This design comes from an exercise in tuning for small area, a short achievable clock period and few clock cycles on the open sky130 flow, not from production work.
At most, simulation tests tie the RTL to the original design; equivalence was not proved.
No driver is modelled on the clock port, so clocking that relies on it looks cheaper here than on a real chip.
Power and IR drop assume default switching activity.

## sc_codec
module sc_codec (
    input  wire        clk,
    input  wire        rst,
    input  wire        req_valid,
    output wire        req_ready,
    input  wire [63:0] req_word,
    input  wire [9:0]  req_len,
    input  wire        in_valid,
    output wire        in_ready,
    input  wire [7:0]  in_data,
    output wire        out_valid,
    input  wire        out_ready,
    output wire [7:0]  out_data,
    output wire        rsp_valid,
    input  wire        rsp_ready,
    output wire [63:0] rsp_word
);
Size in the first run: roughly 880 cells after synthesis, about 130 flip-flops, roughly 160 I/O pins, roughly 8200 µm² of cells after synthesis.
Settings: LEC_CHECK=0, CAP_MARGIN=20, CORE_MARGIN=2, CORE_UTILIZATION=40, SETUP_SLACK_MARGIN=5.0, SLEW_MARGIN=20; clock period 8.0 ns.
standard.sh (not shown) runs the stock make flow with config.mk's settings and CLKGATE_MAP_FILE= SYNTH_SCRIPT=/design/flow/synth_recipe.tcl, a recipe that flattens the netlist after the stock synthesis.
==> flow/flow/run.sh <==
#!/bin/bash
# Own layout flow: the standard layout (standard.sh, step by step) with
#  - plain buffers on the ports (buf_1 on req_word and req_len, buf_2 elsewhere)
#    instead of the slow clock-delay cell that
#    buffer_ports picks (flow/post_gp.tcl, after global placement);
#  - a clock tree of clkbuf_8 without dummy loads.
# Each step's output goes to a log file here (ORFS's own logs are in orfs/logs).
set -euo pipefail
W=$(pwd)
export POST_GLOBAL_PLACE_TCL=$W/flow/post_gp.tcl
export CTS_ARGS="-sink_clustering_enable -repair_clock_nets -dont_use_dummy_load -buf_list sky130_fd_sc_hd__clkbuf_8"
bash standard.sh synth > log_synth.txt 2>&1
bash standard.sh floorplan > log_floorplan.txt 2>&1
bash standard.sh place > log_place.txt 2>&1
bash standard.sh cts > log_cts.txt 2>&1
bash standard.sh route > log_route.txt 2>&1
bash standard.sh finish > log_finish.txt 2>&1
==> flow/flow/post_gp.tcl <==
# Replace the port buffers that buffer_ports inserted (a slow clock-delay
# cell) with plain buffers: buf_1 on the request word and length inputs,
# which only load registers, and buf_2 on every other port.
set n1 0
set n2 0
foreach inst [[ord::get_db_block] getInsts] {
  set name [$inst getName]
  if {![regexp {^(input|output)[0-9]+$} $name]} { continue }
  set cell sky130_fd_sc_hd__buf_2
  set a [$inst findITerm A]
  if {$a ne "NULL" && [$a getNet] ne "NULL"} {
    set net [[$a getNet] getName]
    if {[string match {req_word*} $net] || [string match {req_len*} $net]} {
      set cell sky130_fd_sc_hd__buf_1
    }
  }
  if {[[$inst getMaster] getName] ne $cell} {
    replace_cell [get_cells $name] $cell
    if {$cell eq "sky130_fd_sc_hd__buf_1"} { incr n1 } else { incr n2 }
  }
}
puts "post_gp: port buffers replaced, $n1 by buf_1 and $n2 by buf_2"
Next try:
--- a/flow/flow/run.sh
+++ b/flow/flow/run.sh
@@ -6 +6,3 @@
-#  - a clock tree of clkbuf_8 without dummy loads.
+#  - a clock tree of clkbuf_8 without dummy loads;
+#  - setup repair aiming at a slack of FLOW_MARGIN ns (standard.sh's make
+#    command, with only SETUP_SLACK_MARGIN changed).
@@ -9,0 +12 @@
+FLOW_MARGIN=5.3
@@ -12,6 +15,8 @@
-bash standard.sh synth > log_synth.txt 2>&1
-bash standard.sh floorplan > log_floorplan.txt 2>&1
-bash standard.sh place > log_place.txt 2>&1
-bash standard.sh cts > log_cts.txt 2>&1
-bash standard.sh route > log_route.txt 2>&1
-bash standard.sh finish > log_finish.txt 2>&1
+sed "s/SETUP_SLACK_MARGIN=[0-9.]*/SETUP_SLACK_MARGIN=$FLOW_MARGIN/" standard.sh > own_standard.sh
+grep -q "SETUP_SLACK_MARGIN=$FLOW_MARGIN" own_standard.sh
+bash own_standard.sh synth > log_synth.txt 2>&1
+bash own_standard.sh floorplan > log_floorplan.txt 2>&1
+bash own_standard.sh place > log_place.txt 2>&1
+bash own_standard.sh cts > log_cts.txt 2>&1
+bash own_standard.sh route > log_route.txt 2>&1
+bash own_standard.sh finish > log_finish.txt 2>&1
=> The new run ran to the end with no violations. Cell area is higher by a few percent. Area after synthesis does not change. Power is higher by a few percent. First-iteration DRC count is lower by a little under a tenth. Final cell count is higher slightly. Hold slack improved by 0.019 ns. Wire length is higher by a few percent. Core utilization is higher by 1.9 points.
Next try:
==> flow/flow/run.sh (replaced) <==
#!/bin/bash
# Own layout flow: the standard layout (standard.sh, step by step) with
#  - plain buffers on the ports (buf_1 on req_word and req_len, buf_2 elsewhere)
#    instead of the slow clock-delay cell that
#    buffer_ports picks (flow/post_gp.tcl, after global placement);
#  - a clock tree of clkbuf_8 without dummy loads.
# Each step's output goes to a log file here (ORFS's own logs are in orfs/logs).
set -euo pipefail
W=$(pwd)
export POST_GLOBAL_PLACE_TCL=$W/flow/post_gp.tcl
export CTS_ARGS="-sink_clustering_enable -repair_clock_nets -dont_use_dummy_load -buf_list sky130_fd_sc_hd__clkbuf_8"
bash standard.sh synth > log_synth.txt 2>&1
bash standard.sh floorplan > log_floorplan.txt 2>&1
bash standard.sh place > log_place.txt 2>&1
bash standard.sh cts > log_cts.txt 2>&1
bash standard.sh route > log_route.txt 2>&1
bash standard.sh finish > log_finish.txt 2>&1
Settings changed: ABC_AREA set to 1.
=>
- power goes down by 6.3%
- core utilization went down by 1.7 points
- global-route usage barely changes
- clock skew came out lower by 0.0031 ns
- setup slack gets worse by 0.051 ns
- register-to-register slack got worse by 0.14 ns
Function was not checked in any run of this note: the RTL went through the layout flow alone.

* * *

== the previous run ==
Another version of the RTL of sc_codec (not shown whole).
Size: about 120 flip-flops, ~160 I/O pins.
clock: 8.0 ns
lec_check: 0
cap_margin: 20
core_margin: 2
core_utilization: 40
setup_slack_margin: 5.0
slew_margin: 20
==> flow/flow/run.sh <==
#!/bin/bash
# Own layout flow: the standard layout (standard.sh, step by step) with
#  - plain buffers on the ports instead of the slow clock-delay cell that
#    buffer_ports picks (flow/post_gp.tcl, after global placement);
#  - a clock tree of clkbuf_8 without dummy loads.
# Each step's output goes to a log file here (ORFS's own logs are in orfs/logs).
set -euo pipefail
W=$(pwd)
export POST_GLOBAL_PLACE_TCL=$W/flow/post_gp.tcl
export CTS_ARGS="-sink_clustering_enable -repair_clock_nets -dont_use_dummy_load -buf_list sky130_fd_sc_hd__clkbuf_8"
bash standard.sh synth > log_synth.txt 2>&1
bash standard.sh floorplan > log_floorplan.txt 2>&1
bash standard.sh place > log_place.txt 2>&1
bash standard.sh cts > log_cts.txt 2>&1
bash standard.sh route > log_route.txt 2>&1
bash standard.sh finish > log_finish.txt 2>&1
==> flow/flow/post_gp.tcl <==
# Replace the port buffers that buffer_ports inserted with plain buffers.
set nport 0
foreach inst [[ord::get_db_block] getInsts] {
  set name [$inst getName]
  if {[regexp {^(input|output)[0-9]+$} $name]} {
    set m [[$inst getMaster] getName]
    if {$m ne "sky130_fd_sc_hd__buf_2"} {
      replace_cell [get_cells $name] sky130_fd_sc_hd__buf_2
      incr nport
    }
  }
}
puts "post_gp: $nport port buffers replaced by sky130_fd_sc_hd__buf_2"
The previous run did not stop at any stage, and its layout met the timing, design-rule and antenna checks.
The inputs of the current run differ from those of the previous run as listed below.
==> flow/flow/run.sh <==
#!/bin/bash
# Own layout flow: the standard layout (standard.sh, step by step) with
#  - plain buffers on the ports instead of the slow clock-delay cell that
#    buffer_ports picks (flow/post_gp.tcl, after global placement);
#  - a clock tree of clkbuf_8 without dummy loads;
#  - setup repair aiming at a slack of FLOW_MARGIN ns (standard.sh's make
#    command, with only SETUP_SLACK_MARGIN changed).
# Each step's output goes to a log file here (ORFS's own logs are in orfs/logs).
set -euo pipefail
W=$(pwd)
FLOW_MARGIN=5.3
export POST_GLOBAL_PLACE_TCL=$W/flow/post_gp.tcl
export CTS_ARGS="-sink_clustering_enable -repair_clock_nets -dont_use_dummy_load -buf_list sky130_fd_sc_hd__clkbuf_8"
sed "s/SETUP_SLACK_MARGIN=[0-9.]*/SETUP_SLACK_MARGIN=$FLOW_MARGIN/" standard.sh > own_standard.sh
grep -q "SETUP_SLACK_MARGIN=$FLOW_MARGIN" own_standard.sh
bash own_standard.sh synth > log_synth.txt 2>&1
bash own_standard.sh floorplan > log_floorplan.txt 2>&1
bash own_standard.sh place > log_place.txt 2>&1
bash own_standard.sh cts > log_cts.txt 2>&1
bash own_standard.sh route > log_route.txt 2>&1
bash own_standard.sh finish > log_finish.txt 2>&1
--- outcome ---
The flow did not stop early for the current run: all stages ran, and the layout cleared the timing, design-rule and antenna checks. Number of buffers added to fix hold violations after cts: the previous run vs the current run — no meaningful difference. Re setup TNS: no difference whatsoever between the previous run and the current run. Diff the previous run -> the current run | number of global-route vias before repair | increase of 68. Of the current run and the previous run, it is the current run that has the lower period utilization. Across both runs, area overhead of the layout relative to synthesis was higher for the current run than for the previous run. The current run: portion of total power attributed to combinational logic 3.2 points above the previous run. Ratio of cells with drive above 1 in the final layout: the current run vs the previous run up 5.6 points. Number of search-and-repair iterations in the first detailed-routing pass, the previous run and the current run: lower on the previous run.
Function was not checked in any run of this note: the RTL went through the layout flow alone.

* * *

Another version of the RTL of sc_codec (not shown whole).
Size in the first run: about 870 cells after synthesis, about 110 flip-flops, roughly 160 I/O pins.
Settings: LEC_CHECK=0, ABC_CLOCK_PERIOD_IN_PS=2500, CAP_MARGIN=20, CORE_MARGIN=2, CORE_UTILIZATION=40, SETUP_SLACK_MARGIN=5, SLEW_MARGIN=20; clock period 8.0 ns.
run.sh (not shown) runs the stock make flow with config.mk's settings and CLKGATE_MAP_FILE= SYNTH_SCRIPT=/design/flow/synth_recipe.tcl, a recipe that flattens the netlist after the stock synthesis.
Stock flow here: none of the scripts above is used.
Rerun with:
- ABC_CLOCK_PERIOD_IN_PS: 2500 -> not set
Effect: Via count does not change; worst hold slack is unchanged; utilization stays the same; wire length is unchanged; register-to-register slack barely changes; global-route usage does not change; area after synthesis stays the same; count of clock-buffer cells in the layout does not change.
No functional check of the RTL was part of any run of this note.

* * *

sc_codec, a different RTL version from the one above (not shown whole).
Size: roughly 850 cells after synthesis, ~160 I/O pins.
Design sc_codec, start of the top module:
module sc_codec (
    input  wire        clk,
    input  wire        rst,
    input  wire        req_valid,
    output wire        req_ready,
    input  wire [63:0] req_word,
    input  wire [9:0]  req_len,
    input  wire        in_valid,
    output wire        in_ready,
    input  wire [7:0]  in_data,
    output wire        out_valid,
    input  wire        out_ready,
    output wire [7:0]  out_data,
    output wire        rsp_valid,
    input  wire        rsp_ready,
    output wire [63:0] rsp_word
);
Settings: LEC_CHECK=0, CAP_MARGIN=20, CORE_MARGIN=2, CORE_UTILIZATION=40, SETUP_SLACK_MARGIN=4.5, SLEW_MARGIN=20; clock period 8.0 ns.
Testbench counts at the start, summed over its fixed seeds: cycles 126,808.
==> next run, changes <==
Settings changed: SETUP_SLACK_MARGIN 4.5 to 5.0.
The new run produced a clean layout.
Global-route usage went up by 3.5 points.
Worst hold slack degrades by 0.025 ns.
Register-to-register slack improves by 0.09 ns.
Critical path depth went up by 2.
Clock power went down by 12%.

* * *

Setup of the reference run:
Another version of the RTL of sc_codec (not shown whole).
For scale: about 120 flip-flops, roughly 160 I/O pins, roughly 0.0080 mm² of cells after synthesis.
Design sc_codec, start of the top module:
module sc_codec (
    input  wire        clk,
    input  wire        rst,
    input  wire        req_valid,
    output wire        req_ready,
    input  wire [63:0] req_word,
    input  wire [9:0]  req_len,
    input  wire        in_valid,
    output wire        in_ready,
    input  wire [7:0]  in_data,
    output wire        out_valid,
    input  wire        out_ready,
    output wire [7:0]  out_data,
    output wire        rsp_valid,
    input  wire        rsp_ready,
    output wire [63:0] rsp_word
);
    localparam F_AA   = 4'd0;
    localparam F_LEN  = 4'd1;
    localparam F_TYPE = 4'd2;
    localparam F_COMB = 4'd3;
    localparam F_DONE = 4'd4;
    localparam F_CRCH = 4'd5;
    localparam F_CRCL = 4'd6;
    localparam F_STOP = 4'd7;
    localparam F_DATA = 4'd8;
    reg        rq_rdy;        
    reg        in_rdy;
    reg        rsp_v;
    reg        su;            
    reg        run;           
    reg        dn;            
    reg [3:0]  op;            
    reg [9:0]  rem;           
    reg        rz, r1;        
    reg [7:0]  y0, y1, yc;
    reg [15:0] y16;
    reg [2:0]  st;
    reg [7:0]  T;
    reg        tf;
    reg [7:0]  O;
    reg        ov;
    reg [7:0]  S;
    reg        sv;
    reg [3:0]  fph;           
    reg [1:0]  cp;            
    reg        tkb;           
    reg        mal;           
    reg        b0ok;          
    reg        lff;           
    reg [7:0]  k;             
    reg        kin;           
    reg [1:0]  tr;            
    reg        ma, mb, mc;    
    wire o_crc  = (op == 4'h0);
    wire o_step = (op == 4'h1);
  ...
clock: 8.0 ns
lec_check: 0
cap_margin: 20
core_margin: 2
core_utilization: 40
setup_slack_margin: 5.0
slew_margin: 20
standard.sh (not shown) runs the stock make flow with config.mk's settings and CLKGATE_MAP_FILE= SYNTH_SCRIPT=/design/flow/synth_recipe.tcl, a recipe that flattens the netlist after the stock synthesis.
==> flow/flow/run.sh <==
#!/bin/bash
# Own layout flow: the standard layout (standard.sh, step by step) with
#  - plain buffers on the ports instead of the slow clock-delay cell that
#    buffer_ports picks (flow/post_gp.tcl, after global placement);
#  - a clock tree of clkbuf_8 without dummy loads;
#  - a second, firmer setup repair after clock tree synthesis (flow/post_cts.tcl).
# Each step's output goes to a log file here (ORFS's own logs are in orfs/logs).
set -euo pipefail
W=$(pwd)
export POST_GLOBAL_PLACE_TCL=$W/flow/post_gp.tcl
export POST_CTS_TCL=$W/flow/post_cts.tcl
export FLOW_OWN_MARGIN=5.3
export CTS_ARGS="-sink_clustering_enable -repair_clock_nets -dont_use_dummy_load -buf_list sky130_fd_sc_hd__clkbuf_8"
bash standard.sh synth > log_synth.txt 2>&1
bash standard.sh floorplan > log_floorplan.txt 2>&1
bash standard.sh place > log_place.txt 2>&1
bash standard.sh cts > log_cts.txt 2>&1
bash standard.sh route > log_route.txt 2>&1
bash standard.sh finish > log_finish.txt 2>&1
==> flow/flow/post_cts.tcl <==
# A second setup repair after clock tree synthesis, aiming past the standard
# margin but working on the worst path only, so that it adds little area.
estimate_parasitics -placement
repair_timing -setup -setup_margin $::env(FLOW_OWN_MARGIN) -repair_tns 0 -verbose
set result [catch { detailed_placement } msg]
if { $result != 0 } { error "Detailed placement failed after the extra repair: $msg" }
check_placement -verbose
Scripts as last shown in full above: flow/flow/post_gp.tcl
The flow did not stop early for the reference run: all stages ran, and the layout cleared the timing, design-rule and antenna checks.
The following lists how the trial run was set up differently from the reference run:
==> flow/flow/run.sh <==
#!/bin/bash
# Own layout flow: the standard layout (standard.sh, step by step) with
#  - plain buffers on the ports instead of the slow clock-delay cell that
#    buffer_ports picks (flow/post_gp.tcl, after global placement);
#  - a clock tree of clkbuf_8 without dummy loads.
# Each step's output goes to a log file here (ORFS's own logs are in orfs/logs).
set -euo pipefail
W=$(pwd)
export POST_GLOBAL_PLACE_TCL=$W/flow/post_gp.tcl
export CTS_ARGS="-sink_clustering_enable -repair_clock_nets -dont_use_dummy_load -buf_list sky130_fd_sc_hd__clkbuf_8"
bash standard.sh synth > log_synth.txt 2>&1
bash standard.sh floorplan > log_floorplan.txt 2>&1
bash standard.sh place > log_place.txt 2>&1
bash standard.sh cts > log_cts.txt 2>&1
bash standard.sh route > log_route.txt 2>&1
bash standard.sh finish > log_finish.txt 2>&1
removed: flow/flow/post_cts.tcl
==> run summary <==
Relative to the reference run, post-route minimum period has decreased by 0.0037 ns in the trial run. Comparing the reference run with the trial run, the cell area came out essentially unchanged. Changes observed in the trial run relative to the reference run: setup slack grew by 0.0037 ns, global-route met2 utilization lower. Between the reference run and the trial run, the met1 layer usage reported by global route does not differ in any meaningful way. From the reference run to the trial run the numbers moved as follows: multi-input gate area in the final layout level; vias after detailed routing moved down. Looking at the reference run and the trial run, the total power is a wash. Between the trial run and the reference run, the clock-cell share of area figures differ only marginally. For final-report setup violation count, the trial run and the reference run come out practically identical.
No functional check of the RTL was part of any run of this note.

* * *

Another version of the RTL of sc_codec (not shown whole).
For scale: roughly 850 cells after synthesis, ~120 flip-flops, ~160 I/O pins.
==> flow/config.mk <==
export PLATFORM = sky130hd
export DESIGN_NAME = sc_codec
export DESIGN_NICKNAME = sc_codec
export VERILOG_FILES = /design/flow/design.v
export SDC_FILE = /design/flow/constraint.sdc
export NUM_CORES = 4
export LEC_CHECK = 0
export CAP_MARGIN = 20
export CORE_MARGIN = 2
export CORE_UTILIZATION = 40
export CTS_BUF_LIST = sky130_fd_sc_hd__clkbuf_8
export CTS_CLUSTER_DIAMETER = 100
export CTS_CLUSTER_SIZE = 30
export SETUP_SLACK_MARGIN = 5.0
export SLEW_MARGIN = 20
==> flow/constraint.sdc <==
create_clock -name core_clock -period 8.0 [get_ports {clk}]
set_input_delay 1.6000 -clock core_clock [delete_from_list [all_inputs] [get_ports {clk}]]
set_output_delay 1.6000 -clock core_clock [all_outputs]
set_load 0.01 [all_outputs]
run.sh (not shown) runs the stock make flow with config.mk's settings and CLKGATE_MAP_FILE= SYNTH_SCRIPT=/design/flow/synth_recipe.tcl, a recipe that flattens the netlist after the stock synthesis.
Stock flow here: none of the scripts above is used.
Testbench counts at the start, summed over its fixed seeds: cycles 126,808.
Then changed:
==> flow/flow/run.sh (new file) <==
#!/bin/bash
# Own layout flow: the standard layout, with plain buffers on the ports
# (buffer_ports picks a slow clock-delay cell) and a firmer setup repair
# after clock tree synthesis. Each tool's output goes to a log file here.
set -euo pipefail
W=$(pwd)
export POST_GLOBAL_PLACE_TCL=$W/flow/post_gp.tcl
export POST_CTS_TCL=$W/flow/post_cts.tcl
export FLOW_OWN_MARGIN=5.4
bash standard.sh synth > log_synth.txt 2>&1
bash standard.sh floorplan > log_floorplan.txt 2>&1
bash standard.sh place > log_place.txt 2>&1
bash standard.sh cts > log_cts.txt 2>&1
bash standard.sh route > log_route.txt 2>&1
bash standard.sh finish > log_finish.txt 2>&1
==> flow/flow/post_cts.tcl (new file) <==
# A second setup repair, aiming past the standard margin.
estimate_parasitics -placement
repair_timing -setup -setup_margin $::env(FLOW_OWN_MARGIN) -verbose
set result [catch { detailed_placement } msg]
if { $result != 0 } { error "Detailed placement failed after the extra repair: $msg" }
check_placement -verbose
==> flow/flow/post_gp.tcl (new file) <==
# Replace the port buffers that buffer_ports inserted with plain buffers.
set nport 0
foreach inst [[ord::get_db_block] getInsts] {
  set name [$inst getName]
  if {[regexp {^(input|output)[0-9]+$} $name]} {
    set m [[$inst getMaster] getName]
    if {$m ne "sky130_fd_sc_hd__buf_2"} {
      replace_cell [get_cells $name] sky130_fd_sc_hd__buf_2
      incr nport
    }
  }
}
puts "post_gp: $nport port buffers replaced by sky130_fd_sc_hd__buf_2"
==> flow/standard.sh (new file) <==
#!/bin/bash
# synth_recipe.tcl (not shown) runs the flow's synth.tcl, then flattens the netlist and writes it again
# the make line also repeats each setting of config.mk as NAME=value (left out here)
make -C /OpenROAD-flow-scripts/flow DESIGN_CONFIG=/design/flow/config.mk WORK_HOME=/design/flow/orfs CLKGATE_MAP_FILE= SYNTH_SCRIPT=/design/flow/synth_recipe.tcl "${@:-finish}"
--- a/flow/config.mk
+++ b/flow/config.mk
@@ -10,5 +10,2 @@
 export CORE_UTILIZATION = 40
-export CTS_BUF_LIST = sky130_fd_sc_hd__clkbuf_8
-export CTS_CLUSTER_DIAMETER = 100
-export CTS_CLUSTER_SIZE = 30
 export SETUP_SLACK_MARGIN = 5.0
removed: flow/run.sh
Effect: First-iteration DRC count falls by 3.6%. Non-clock buffer count rises by 28. Register-to-register slack gains 0.15 ns. Utilization falls by 0.35 points.

==> port drivers added, routing unchanged <==
The flow's constraints put no driver on any port. The routed layouts listed below were extracted and timed again, unchanged, in two steps.
Step 1 assumes that a clkbuf_16 drives the clock port and a buf_2 every other input.
Step 2 adds t to the input delays and takes it off the output delays; t is the mean of the earliest and latest rising clock arrival at the registers after step 1. Input paths then give back, and output paths get back, about the clock's delay inside the block.
Three values: ideal ports, drivers, drivers and shift; two values: the first two.
| run | t, ns | slack for setup (ns) | worst hold slack (ns) | worst slew at a driven data input, ns |
|---|---|---|---|---|
| the first run of note 1 | 0.486 | 5.085 / 5.085 / 4.637 | 0.406 / 0.406 / 0.406 | 0.06 |
| the second run of note 1 | 0.488 | 5.256 / 5.244 / 4.768 | 0.425 / 0.425 / 0.425 | 0.06 |
| the third run of note 1 | 0.493 | 5.204 / 5.161 / 4.744 | 0.466 / 0.466 / 0.466 | 0.04 |
| the previous run | 0.484 | 5.042 / 4.997 / 4.597 | 0.444 / 0.444 / 0.444 | 0.04 |
| the current run | 0.478 | 5.209 / 5.201 / 4.723 | 0.422 / 0.422 / 0.422 | 0.06 |
| the first run of note 3 | 0.416 | 4.409 / 4.409 / 4.065 | 0.430 / 0.430 / 0.430 | 0.06 |
| the second run of note 3 | 0.416 | 4.409 / 4.409 / 4.065 | 0.430 / 0.430 / 0.430 | 0.06 |
| the first run of note 4 | 0.470 | 4.508 / 4.508 / 4.171 | 0.444 / 0.444 / 0.444 | 0.05 |
| the second run of note 4 | 0.476 | 4.593 / 4.593 / 4.298 | 0.418 / 0.418 / 0.418 | 0.06 |
| the reference run | 0.481 | 4.936 / 4.929 / 4.449 | 0.427 / 0.427 / 0.427 | 0.06 |
| the trial run | 0.484 | 4.940 / 4.933 / 4.448 | 0.430 / 0.430 / 0.430 | 0.06 |
| the first run of note 6 | 0.481 | 5.029 / 5.016 / 4.626 | 0.446 / 0.446 / 0.446 | 0.05 |
| the second run of note 6 | 0.470 | 5.184 / 5.184 / 4.862 | 0.460 / 0.460 / 0.460 | 0.06 |
After both steps every run listed still meets setup and hold. For the trial run, which loses most, drivers alone change the setup slack by -0.007 ns; drivers and shift together by -0.492 ns.
